From an optimization exercise on the open Yosys and OpenROAD flow, aimed at small area, a short achievable clock period and few clock cycles; shortcuts taken in it are not production practice.
Only simulation tests tie the RTL to the original design; equivalence was not proved.
Power figures rest on the tool's default switching activity, not on a simulated workload.

[design/flow/design.v]
module tis80_core (
    input  wire        clk,
    input  wire        rst,
    output reg         mem_req,
    output reg         mem_we,
    output reg  [15:0] mem_addr,
    output reg  [7:0]  mem_wdata,
    input  wire        mem_ready,
    input  wire [7:0]  mem_rdata,
    output reg         step_done,
    output reg  [1:0]  step_outcome,
    output wire [16:0] pc_o,
    output wire [7:0]  acc_o,
    output wire [15:0] sp_o,
    output wire [2:0]  flags_o,
    output wire        halted_o,
    output wire        pmode_o,
    output wire        ie_o
);
    localparam OUT_CONTINUE = 2'd0, OUT_HALTED = 2'd1, OUT_OOB = 2'd2, OUT_UNKNOWN = 2'd3;
    localparam STACK_BASE = 16'h0104;
    localparam STACK_FULL = 16'h01FF;
    localparam S_FETCH   = 5'd0,
               S_OPER    = 5'd1,
               S_EXEC    = 5'd2,
               S_LDR     = 5'd3,
               S_STR     = 5'd4,
               S_PTRH    = 5'd5,
               S_PTRL    = 5'd6,
               S_INR     = 5'd7,
               S_INW     = 5'd8,
               S_MOVM1   = 5'd9,
               S_MOVM2   = 5'd10,
               S_PUSH    = 5'd11,
               S_POP     = 5'd12,
               S_DISPH   = 5'd13,
               S_DISPL   = 5'd14,
               S_CALL    = 5'd15,
               S_SOH     = 5'd16,
               S_SOL     = 5'd17,
               S_RET     = 5'd18,
               S_STOP    = 5'd19,
               S_HANG    = 5'd20;
    reg [4:0]  state;
    reg [16:0] pc;
    reg [7:0]  acc;
    reg [15:0] sp;
    reg [7:0]  x [0:15];
    reg [2:0]  flags;       
    reg        halted, pmode, ie;
    reg [7:0]  opcode;
    reg [7:0]  ops [0:3];
    reg [2:0]  cnt;         
    reg [4:0]  idx;         
    reg [15:0] ptr;         
    reg [7:0]  disp_id;
    reg [7:0]  tmp;
    integer i;
    assign pc_o     = pc;
    assign acc_o    = acc;
    assign sp_o     = sp;
    assign flags_o  = flags;
    assign halted_o = halted;
    assign pmode_o  = pmode;
    assign ie_o     = ie;
    function [2:0] op_len;
        input [7:0] op;
        begin
            case (op)
                8'h14, 8'h15, 8'h19, 8'h41, 8'h42, 8'h43, 8'h44,
                8'h50, 8'h51, 8'h55:                          op_len = 3'd1;
                8'h10, 8'h11, 8'h12, 8'h13, 8'h16, 8'h17, 8'h18,
                8'h34, 8'h35, 8'h40, 8'h45, 8'h52, 8'h53:     op_len = 3'd2;
                8'h20, 8'h21, 8'h22, 8'h23, 8'h24, 8'h32, 8'h33,
                8'h38, 8'h54:                                 op_len = 3'd3;
                8'h25, 8'h30, 8'h31, 8'h36, 8'h37:           op_len = 3'd4;
                8'h39:                                        op_len = 3'd5;
                default:                                      op_len = 3'd0;
            endcase
        end
    endfunction
    function [7:0] reg_rd;
        input [7:0] n;
        begin
            reg_rd = (n < 8'd16) ? x[n[3:0]] : 8'h00;
        end
    endfunction
    wire [2:0]  cur_len  = op_len(opcode);
    wire [15:0] addr_b1  = {ops[0], ops[1]};    
    wire [15:0] addr_b2  = {ops[1], ops[2]};    
    wire [15:0] addr_b3  = {ops[2], ops[3]};    
    wire [7:0] alu_b    = (opcode == 8'h11 || opcode == 8'h13) ? ops[0] : reg_rd(ops[0]);
    wire [8:0] add_res  = {1'b0, acc} + {1'b0, alu_b};
    wire [8:0] sub_res  = {1'b0, acc} - {1'b0, alu_b};
    reg [7:0] call_val;
    always @(*) begin
        case (idx)
            5'd0:    call_val = pc[15:8];
            5'd1:    call_val = pc[7:0];
            5'd2:    call_val = acc;
            default: call_val = x[idx[3:0] - 4'd3];
        endcase
    end
    wire        sp_above_base = (sp > STACK_BASE);
    wire [15:0] pop_addr      = sp_above_base ? sp - 16'd1 : sp;
    always @(*) begin
        mem_req   = 1'b0;
        mem_we    = 1'b0;
        mem_addr  = 16'h0000;
        mem_wdata = 8'h00;
        case (state)
            S_FETCH: begin
                mem_req  = !pc[16];
                mem_addr = pc[15:0];
            end
            S_OPER: begin
                mem_req  = !pc[16];
                mem_addr = pc[15:0];
            end
            S_LDR: begin
                mem_req  = 1'b1;
                mem_addr = addr_b1;
            end
            S_STR: begin
                mem_req   = 1'b1;
                mem_we    = 1'b1;
                mem_addr  = addr_b2;
                mem_wdata = reg_rd(ops[0]);
            end
            S_PTRH: begin
                mem_req  = 1'b1;
                mem_addr = (opcode == 8'h36) ? addr_b1 : addr_b2;
            end
            S_PTRL: begin
                mem_req  = 1'b1;
                mem_addr = ((opcode == 8'h36) ? addr_b1 : addr_b2) + 16'd1;
            end
            S_INR: begin
                mem_req  = 1'b1;
                mem_addr = ptr;
            end
            S_INW: begin
                mem_req   = 1'b1;
                mem_we    = 1'b1;
                mem_addr  = ptr;
                mem_wdata = reg_rd(ops[0]);
            end
            S_MOVM1: begin
                mem_req   = 1'b1;
                mem_we    = 1'b1;
                mem_addr  = addr_b3;
                mem_wdata = ops[0];
            end
            S_MOVM2: begin
                mem_req   = 1'b1;
                mem_we    = 1'b1;
                mem_addr  = addr_b3 + 16'd1;
                mem_wdata = ops[1];
            end
            S_PUSH: begin
                mem_req   = (sp != STACK_FULL);
                mem_we    = 1'b1;
                mem_addr  = sp;
                mem_wdata = tmp;
            end
            S_POP: begin
                mem_req  = 1'b1;
                mem_addr = pop_addr;
            end
            S_DISPH: begin
                mem_req  = 1'b1;
                mem_addr = {8'd0, disp_id[6:0], 1'b0};
            end
            S_DISPL: begin
                mem_req  = 1'b1;
                mem_addr = {8'd0, disp_id[6:0], 1'b1};
            end
            S_CALL: begin
                mem_req   = (sp != STACK_FULL);
                mem_we    = 1'b1;
                mem_addr  = sp;
                mem_wdata = call_val;
            end
            S_SOH: begin
                mem_req  = 1'b1;
                mem_addr = 16'h0004;
            end
            S_SOL: begin
                mem_req  = 1'b1;
                mem_addr = 16'h0005;
            end
            S_RET: begin
                mem_req  = 1'b1;
                mem_addr = pop_addr;
            end
            default: ;
        endcase
    end
    task start_dispatch;
        input [7:0] id;
        begin
            disp_id <= id;
            if (!ie || id[7])
                finish(OUT_CONTINUE);
            else
                state <= S_DISPH;
        end
    endtask
    task finish;
        input [1:0] outcome;
        begin
            step_done    <= 1'b1;
            step_outcome <= outcome;
            state        <= S_FETCH;
        end
    endtask
    task reg_wr;
        input [7:0] n;
        input [7:0] v;
        begin
            if (n < 8'd16) x[n[3:0]] <= v;
        end
    endtask
    always @(posedge clk) begin
        if (rst) begin
            state        <= S_FETCH;
            pc           <= 17'h00200;
            acc          <= 8'h00;
            sp           <= STACK_BASE;
            flags        <= 3'b000;
            halted       <= 1'b0;
            pmode        <= 1'b0;
            ie           <= 1'b0;
            step_done    <= 1'b0;
            step_outcome <= OUT_CONTINUE;
            opcode       <= 8'h00;
            cnt          <= 3'd0;
            idx          <= 5'd0;
            ptr          <= 16'h0000;
            disp_id      <= 8'h00;
            tmp          <= 8'h00;
            for (i = 0; i < 16; i = i + 1) x[i] <= 8'h00;
            for (i = 0; i < 4; i = i + 1) ops[i] <= 8'h00;
        end else begin
            step_done <= 1'b0;
            case (state)
                S_FETCH: begin
                    if (pc[16]) begin
                        step_done    <= 1'b1;
                        step_outcome <= OUT_OOB;
                        state        <= S_STOP;
                    end else if (mem_ready) begin
                        opcode <= mem_rdata;
                        pc     <= pc + 17'd1;
                        cnt    <= 3'd0;
                        if (op_len(mem_rdata) == 3'd0) begin
                            step_done    <= 1'b1;
                            step_outcome <= OUT_UNKNOWN;
                            state        <= S_STOP;
                        end else if (op_len(mem_rdata) == 3'd1)
                            state <= S_EXEC;
                        else
                            state <= S_OPER;
                    end
                end
                S_OPER: begin
                    if (pc[16] || mem_ready) begin
                        ops[cnt[1:0]] <= pc[16] ? 8'h00 : mem_rdata;
                        pc  <= pc + 17'd1;
                        cnt <= cnt + 3'd1;
                        if (cnt + 3'd2 == cur_len)
                            state <= S_EXEC;
                    end
                end
                S_EXEC: begin
                    case (opcode)
                        8'h10, 8'h11: begin                      
                            if (add_res[8]) begin
                                acc      <= 8'h00;
                                flags[0] <= 1'b1;
                                start_dispatch(8'd1);
                            end else begin
                                acc <= add_res[7:0];
                                finish(OUT_CONTINUE);
                            end
                        end
                        8'h12, 8'h13: begin                      
                            if (sub_res[8]) begin
                                acc      <= 8'h00;
                                flags[0] <= 1'b1;
                                start_dispatch(8'd1);
                            end else begin
                                acc <= sub_res[7:0];
                                finish(OUT_CONTINUE);
                            end
                        end
                        8'h14: begin acc <= {acc[6:0], 1'b0};        finish(OUT_CONTINUE); end
                        8'h15: begin acc <= {1'b0, acc[7:1]};        finish(OUT_CONTINUE); end
                        8'h16: begin acc <= acc & reg_rd(ops[0]);    finish(OUT_CONTINUE); end
                        8'h17: begin acc <= acc | reg_rd(ops[0]);    finish(OUT_CONTINUE); end
                        8'h18: begin acc <= acc ^ reg_rd(ops[0]);    finish(OUT_CONTINUE); end
                        8'h19: begin acc <= ~acc;                    finish(OUT_CONTINUE); end
                        8'h20: begin pc <= {1'b0, addr_b1};          finish(OUT_CONTINUE); end
                        8'h21: begin if (acc == 8'h00) pc <= {1'b0, addr_b1}; finish(OUT_CONTINUE); end
                        8'h22, 8'h23: begin if (acc != 8'h00) pc <= {1'b0, addr_b1}; finish(OUT_CONTINUE); end
                        8'h24: finish(OUT_CONTINUE);             
                        8'h25: begin                             
                            if (ops[0] < 8'd3 && flags[ops[0][1:0]]) pc <= {1'b0, addr_b2};
                            finish(OUT_CONTINUE);
                        end
                        8'h30: state <= S_LDR;
                        8'h31: state <= S_STR;
                        8'h32: begin reg_wr(ops[1], reg_rd(ops[0])); finish(OUT_CONTINUE); end
                        8'h33: begin reg_wr(ops[1], ops[0]);         finish(OUT_CONTINUE); end
                        8'h34: begin reg_wr(ops[0], acc);            finish(OUT_CONTINUE); end
                        8'h35: begin acc <= reg_rd(ops[0]);          finish(OUT_CONTINUE); end
                        8'h36, 8'h37: state <= S_PTRH;
                        8'h38: begin                             
                            flags[2] <= 1'b1;
                            start_dispatch(8'd3);
                        end
                        8'h39: state <= S_MOVM1;
                        8'h40: start_dispatch(ops[0]);           
                        8'h41: begin                             
                            halted       <= 1'b1;
                            step_done    <= 1'b1;
                            step_outcome <= OUT_HALTED;
                            state        <= S_STOP;
                        end
                        8'h42: begin pmode <= 1'b1; finish(OUT_CONTINUE); end
                        8'h43: begin ie    <= 1'b1; finish(OUT_CONTINUE); end
                        8'h44: begin ie    <= 1'b0; finish(OUT_CONTINUE); end
                        8'h45: begin
                            if (ops[0] < 8'd3) flags[ops[0][1:0]] <= 1'b0;
                            finish(OUT_CONTINUE);
                        end
                        8'h50: begin tmp <= acc;            state <= S_PUSH; end
                        8'h52: begin tmp <= reg_rd(ops[0]); state <= S_PUSH; end
                        8'h51, 8'h53: state <= S_POP;
                        8'h54: begin                             
                            ptr   <= addr_b1;
                            idx   <= 5'd0;
                            state <= S_CALL;
                        end
                        8'h55: begin                             
                            idx   <= 5'd0;
                            state <= S_RET;
                        end
                        default: finish(OUT_CONTINUE);
                    endcase
                end
                S_LDR: if (mem_ready) begin
                    reg_wr(ops[2], mem_rdata);
                    finish(OUT_CONTINUE);
                end
                S_STR: if (mem_ready) finish(OUT_CONTINUE);
                S_PTRH: if (mem_ready) begin
                    ptr[15:8] <= mem_rdata;
                    state     <= S_PTRL;
                end
                S_PTRL: if (mem_ready) begin
                    ptr[7:0] <= mem_rdata;
                    state    <= (opcode == 8'h36) ? S_INR : S_INW;
                end
                S_INR: if (mem_ready) begin
                    reg_wr(ops[2], mem_rdata);
                    finish(OUT_CONTINUE);
                end
                S_INW: if (mem_ready) finish(OUT_CONTINUE);
                S_MOVM1: if (mem_ready) state <= S_MOVM2;
                S_MOVM2: if (mem_ready) finish(OUT_CONTINUE);
                S_PUSH: begin
                    if (sp == STACK_FULL) begin
                        flags[1] <= 1'b1;
                        start_dispatch(8'd2);
                    end else if (mem_ready) begin
                        sp <= sp + 16'd1;
                        finish(OUT_CONTINUE);
                    end
                end
                S_POP: if (mem_ready) begin
                    sp <= pop_addr;
                    if (opcode == 8'h51) acc <= mem_rdata;
                    else                 reg_wr(ops[0], mem_rdata);
                    finish(OUT_CONTINUE);
                end
                S_DISPH: if (mem_ready) begin
                    ptr[15:8] <= mem_rdata;
                    state     <= S_DISPL;
                end
                S_DISPL: if (mem_ready) begin
                    if (ptr[15:8] == 8'h00 && mem_rdata == 8'h00)
                        finish(OUT_CONTINUE);
                    else begin
                        ptr[7:0] <= mem_rdata;
                        idx      <= 5'd0;
                        state    <= S_CALL;
                    end
                end
                S_CALL: begin
                    if (sp == STACK_FULL) begin
                        flags[1] <= 1'b1;
                        if (ie)
                            state <= S_SOH;              
                        else if (idx == 5'd18) begin
                            pc <= {1'b0, ptr};
                            finish(OUT_CONTINUE);
                        end else
                            idx <= idx + 5'd1;
                    end else if (mem_ready) begin
                        sp <= sp + 16'd1;
                        if (idx == 5'd18) begin
                            pc <= {1'b0, ptr};
                            finish(OUT_CONTINUE);
                        end else
                            idx <= idx + 5'd1;
                    end
                end
                S_SOH: if (mem_ready) begin
                    tmp   <= mem_rdata;
                    state <= S_SOL;
                end
                S_SOL: if (mem_ready) begin
                    if (tmp != 8'h00 || mem_rdata != 8'h00)
                        state <= S_HANG;                 
                    else if (idx == 5'd18) begin
                        pc <= {1'b0, ptr};
                        finish(OUT_CONTINUE);
                    end else begin
                        idx   <= idx + 5'd1;
                        state <= S_CALL;
                    end
                end
                S_RET: if (mem_ready) begin
                    sp <= pop_addr;
                    if (idx < 5'd16)       x[4'd15 - idx[3:0]] <= mem_rdata;
                    else if (idx == 5'd16) acc <= mem_rdata;
                    else if (idx == 5'd17) pc[7:0] <= mem_rdata;
                    if (idx == 5'd18) begin
                        pc[16:8] <= {1'b0, mem_rdata};
                        finish(OUT_CONTINUE);
                    end else
                        idx <= idx + 5'd1;
                end
                default: ;                               
            endcase
        end
    end
endmodule
[design/flow/run.sh]
#!/bin/bash
# synth_recipe.tcl (not shown) runs the flow's synth.tcl, then flattens the netlist and writes it again
# the make line also repeats each setting of config.mk as NAME=value (left out here)
make -C /OpenROAD-flow-scripts/flow DESIGN_CONFIG=/design/flow/config.mk WORK_HOME=/design/flow/orfs CLKGATE_MAP_FILE= SYNTH_SCRIPT=/design/flow/synth_recipe.tcl finish
[design/flow/config.mk]
export PLATFORM = sky130hd
export DESIGN_NAME = tis80_core
export DESIGN_NICKNAME = tis80_core
export VERILOG_FILES = /design/flow/design.v
export SDC_FILE = /design/flow/constraint.sdc
export NUM_CORES = 4
export LEC_CHECK = 0
export CAP_MARGIN = 20
export CORE_MARGIN = 2
export CORE_UTILIZATION = 40
export PLACE_DENSITY = 0.6
export SLEW_MARGIN = 20
[design/flow/constraint.sdc]
create_clock -name core_clock -period 10.0 [get_ports {clk}]
set_input_delay 2.0000 -clock core_clock [delete_from_list [all_inputs] [get_ports {clk}]]
set_output_delay 2.0000 -clock core_clock [all_outputs]
set_load 0.01 [all_outputs]
==> run notes <==
==> sequential cells by signal, summed over array words and instances (netlist names), named ones only <==
register	flops
step_done	1
halted	1
sp	16
cnt	3
ie	1
acc	8
flags	3
opcode	8
step_outcome	2
tmp	8
x	128
ops	32
state	5
idx	5
ptr	16
pmode	1
disp_id	7
pc	17
==> path summary, 6_finish.rpt <==
kind                                                     end  slack (ns)  depth (start not counted)
worst max-delay path                            mem_addr[12]        3.02                          8
worst min-delay path            step_outcome[0]$_SDFFE_PP0P_        0.47                          2
worst max register to register       disp_id[1]$_SDFFE_PP0P_        3.79                         16
worst min register to register  step_outcome[0]$_SDFFE_PP0P_        0.47                          2
==> where the power goes <==
part	switching, W	internal (W)
combinational	0.000935	0.000504
clock	0.000536	0.000799
sequential	0.000170	0.00124
==> per-stage QoR <==
| step | cell area (um^2) | std cells | util (%) |
|---|---|---|---|
| 3_3_place_gp | 21500 | 2874 | 43.0 |
| 4_1_cts | 22700 | 2936 | 45.5 |
| 3_5_place_dp | 21600 | 2876 | 43.1 |
| 2_1_floorplan | 20200 | 2262 | - |
| 5_1_grt | 22800 | 2938 | 45.6 |
| 6_report | 22800 | 2940 | 45.6 |
==> metal layers <==
metal	track usage, %	up-vias
met2	43.5	1429
li1	-	8584
met4	12.6	0
met3	8.38	252
met1	45.5	9797
met5	0	-
==> final cells by class <==
cell class	instances	area [um^2]	area share, %
antenna	2	5.00	0.0220
clock buffer	41	887	3.89
clock inverter	19	297	1.30
inverter	68	255	1.12
multi-input combinational	1723	12300	53.8
sequential	265	6910	30.3
tap	672	841	3.69
timing repair buffer	150	1340	5.87
==> cells in the final DEF (no fill, tap or decap), drive strengths merged, types with 22 or more instances in the layout <==
cell type	synthesis	layout
nor3	91	91
nand4	29	29
a221oi	50	50
nand3	63	63
dfxtp	105	105
mux2i	41	41
and2	24	24
o21ai	137	137
nor2	263	263
a31oi	26	26
buf	62	64
edfxtp	160	160
inv	68	70
ha	48	48
nor2b	26	26
clkbuf	144	42
mux4	72	72
nand2b	30	30
nand2	204	204
a21oi	135	135
a211oi	28	28
xnor2	25	25
or2	22	22
nor4	24	24
clkdlybuf4s50	0	85
a222oi	39	39
and3	24	24
==> logic make-up (layout without fill, tap and decap cells) <==
family	after synthesis	count (layout)	synth area share (%)
other cells	0	2	0
xor+xnor	45	45	1.95
buf+inv	274	278	5.58
compound gates	626	626	21.9
simple gates	875	875	22.3
flops	265	265	34.2
mux	127	127	10.9
fa+ha+maj	50	50	3.18
==> critical path, stage by stage (launching register included) <==
cell and delay (ns):
dfxtp_1 0.80, or3b_1 0.76, nor2_1 0.88, o31ai_1 0.30, or3_1 0.45, nor4_1 0.39, xnor2_1 0.11, o21ai_1 0.15
clkdlybuf4s50_1 0.56
==> synthesized netlist by cell type (8+ instances only) <==
cell / number / area share (%)
o221ai_1: 11 / 0.48
buf_1: 11 / 0.20
a222oi_1: 39 / 1.9
a221o_1: 8 / 0.40
a22oi_1: 15 / 0.56
or4_1: 8 / 0.30
mux4_2: 72 / 8.0
o22ai_1: 14 / 0.43
a31oi_1: 26 / 0.81
dfxtp_1: 105 / 10
a2111oi_0: 8 / 0.35
a22o_1: 16 / 0.69
o21ai_0: 126 / 3.1
or3_1: 15 / 0.47
mux2i_1: 41 / 2.0
xnor2_1: 25 / 1.1
xor2_1: 20 / 0.87
inv_1: 68 / 1.3
nand2_1: 203 / 3.8
and2_1: 24 / 0.74
nor2b_1: 26 / 0.81
a221oi_1: 44 / 1.9
nand4_1: 29 / 0.90
buf_2: 44 / 1.1
a21oi_1: 134 / 3.3
o211ai_1: 20 / 0.74
clkbuf_1: 144 / 2.7
a211oi_1: 26 / 0.97
nor3_2: 24 / 1.2
o31ai_1: 15 / 0.56
nor2_1: 261 / 4.9
nand3_1: 62 / 1.5
edfxtp_1: 160 / 24
mux2_2: 14 / 0.78
nor3_1: 66 / 1.6
nand2b_1: 30 / 0.93
a21boi_0: 10 / 0.37
and3_1: 24 / 0.74
a311oi_1: 19 / 0.83
nand3b_1: 11 / 0.41
o21ai_1: 10 / 0.25
ha_1: 48 / 3.0
or2_2: 22 / 0.68
nor4_1: 19 / 0.59
a21o_1: 9 / 0.34
==> reports/results.txt <==
status - finished clean
Root Driver - clkbuf_16
antenna viol nets, final - 0
post-CTS resize count - 0
cell leakage power - 7.49 nW
worst hold margin - 0.470 ns
Area Overhead vs Synth - 13.1%
Filler Cells Inserted - 4811
fin worst setup slack - 3.02 ns
initial antenna violation count - 0
1st-pass router iterations - 10
Critical Path End Type - primary output
first-pass GRT wire length - 124 mm
CTS tree - built
H-tree lvl count - 2
DP Wirelength - 60.4 mm
Max-slew headroom - 20.2%
Syn. warnings - 1
worst slew pin tran - 1.19 ns
RSZ-0062 raised after global routing - no
clk_skew - 0.0210 ns
IO buf count - 86
Skew-Pair Late Insertion Delay - 0.57 ns
wire length on met3 - 11.0 mm
io pins - 87
DRC violations left - 0
Syn Nets - 2323
CTS max path bufs - 3
routed len/inst - 28.7 um
total clock buffers created by CTS - 34
Die H - 229 um
CTS Hold Buffers Added - 0
Final period util - 69.8%
WL met2 - 33.9 mm
initial core utilization - 40.4%
Worst Path Required - 8.00 ns
M1 WL - 35.6 mm
layout cells sized above 1 - 13.6%
via count - 20100
# setup viols final - 0
number of synthesized flops with an enable pin - 160
vias in the first global route - 18300
CP Launch Type - flip-flop
Nets - 2303
GRT Overall Usage - 31.3%
pwr dens - 183 nW/um^2
clock sinks - 265
Fmax - 0.143 GHz
R2R Path Start - ops[0][0]$_SDFFCE_PN0P_
top layer in use - met4
gp weighted congestion - 1.01
Post-CTS Setup Bufs - 0
Rows - 82
Mean Syn Cell Area - 8.92 um^2
final critical-path required period - 6.98 ns
Initial DRC Count - 3117
DR vias/cell - 6.82
Core ar. - 50000 um^2
sequential area share after synthesis - 34.2%
cells after synthesis - 2262
synthesized cell area - 20200 um^2
final hold viol count - 0
CP Class - flip-flop to primary output
Hold Crit Class - flip-flop to flip-flop
overall power - 0.00418 W
Slew Limit Fails - 0
Die Span X - 229 um
Crit path arrival time - 4.98 ns
top_reg_cell synth - edfxtp_1
Die ar. - 52200 um^2
async set-reset flop share out of synthesis - 0%
setup TNS - 0 ns
maximum number of pins on one net before global-route repair - 57
max-cap check violation count - 0
hold path startpoint - step_outcome[0]$_SDFFE_PP0P_
DRT Wirelength - 84.5 mm
DP Worst Slack - 3.54 ns
clock slew at the register clock pins of the worst setup and hold paths - 0.06 ns
Critical path origin - state[1]$_SDFFE_PP0P_
Synth Register Bits - 265
total grt overflow - 0
Cell variety after synth - 98
worst-case vdd ir drop - 0.106 mV
crit-path max FO - 25
Testbench counts, summed over its fixed seeds: cycles 418,247.

[static timing again, ports no longer ideal]
How much do the figures lean on ideal ports? The routed layout below was timed once more, with nothing changed but the port constraints. Step 1 assumes that a clkbuf_16 drives the clock port and a buf_2 every other input. Step 2 adds t to the input delays and takes it off the output delays; t is the mean of the earliest and latest rising clock arrival at the registers after step 1. Input paths then give back, and output paths get back, about the clock's delay inside the block. a / b / c = ideal / step 1 / step 2; a / b = the first two.
t (ns): 0.619
setup slack, ns: 3.024 / 2.970 / 3.589
clock arrival spread, ns: 0.021 / 0.021
worst register clock-pin slew, ns: 0.06 / 0.06
worst slew at a driven data input, ns: 0.04
After both steps this run still meets setup and hold. The setup slack of this run moves by -0.054 ns with the drivers and by +0.565 ns with both steps.
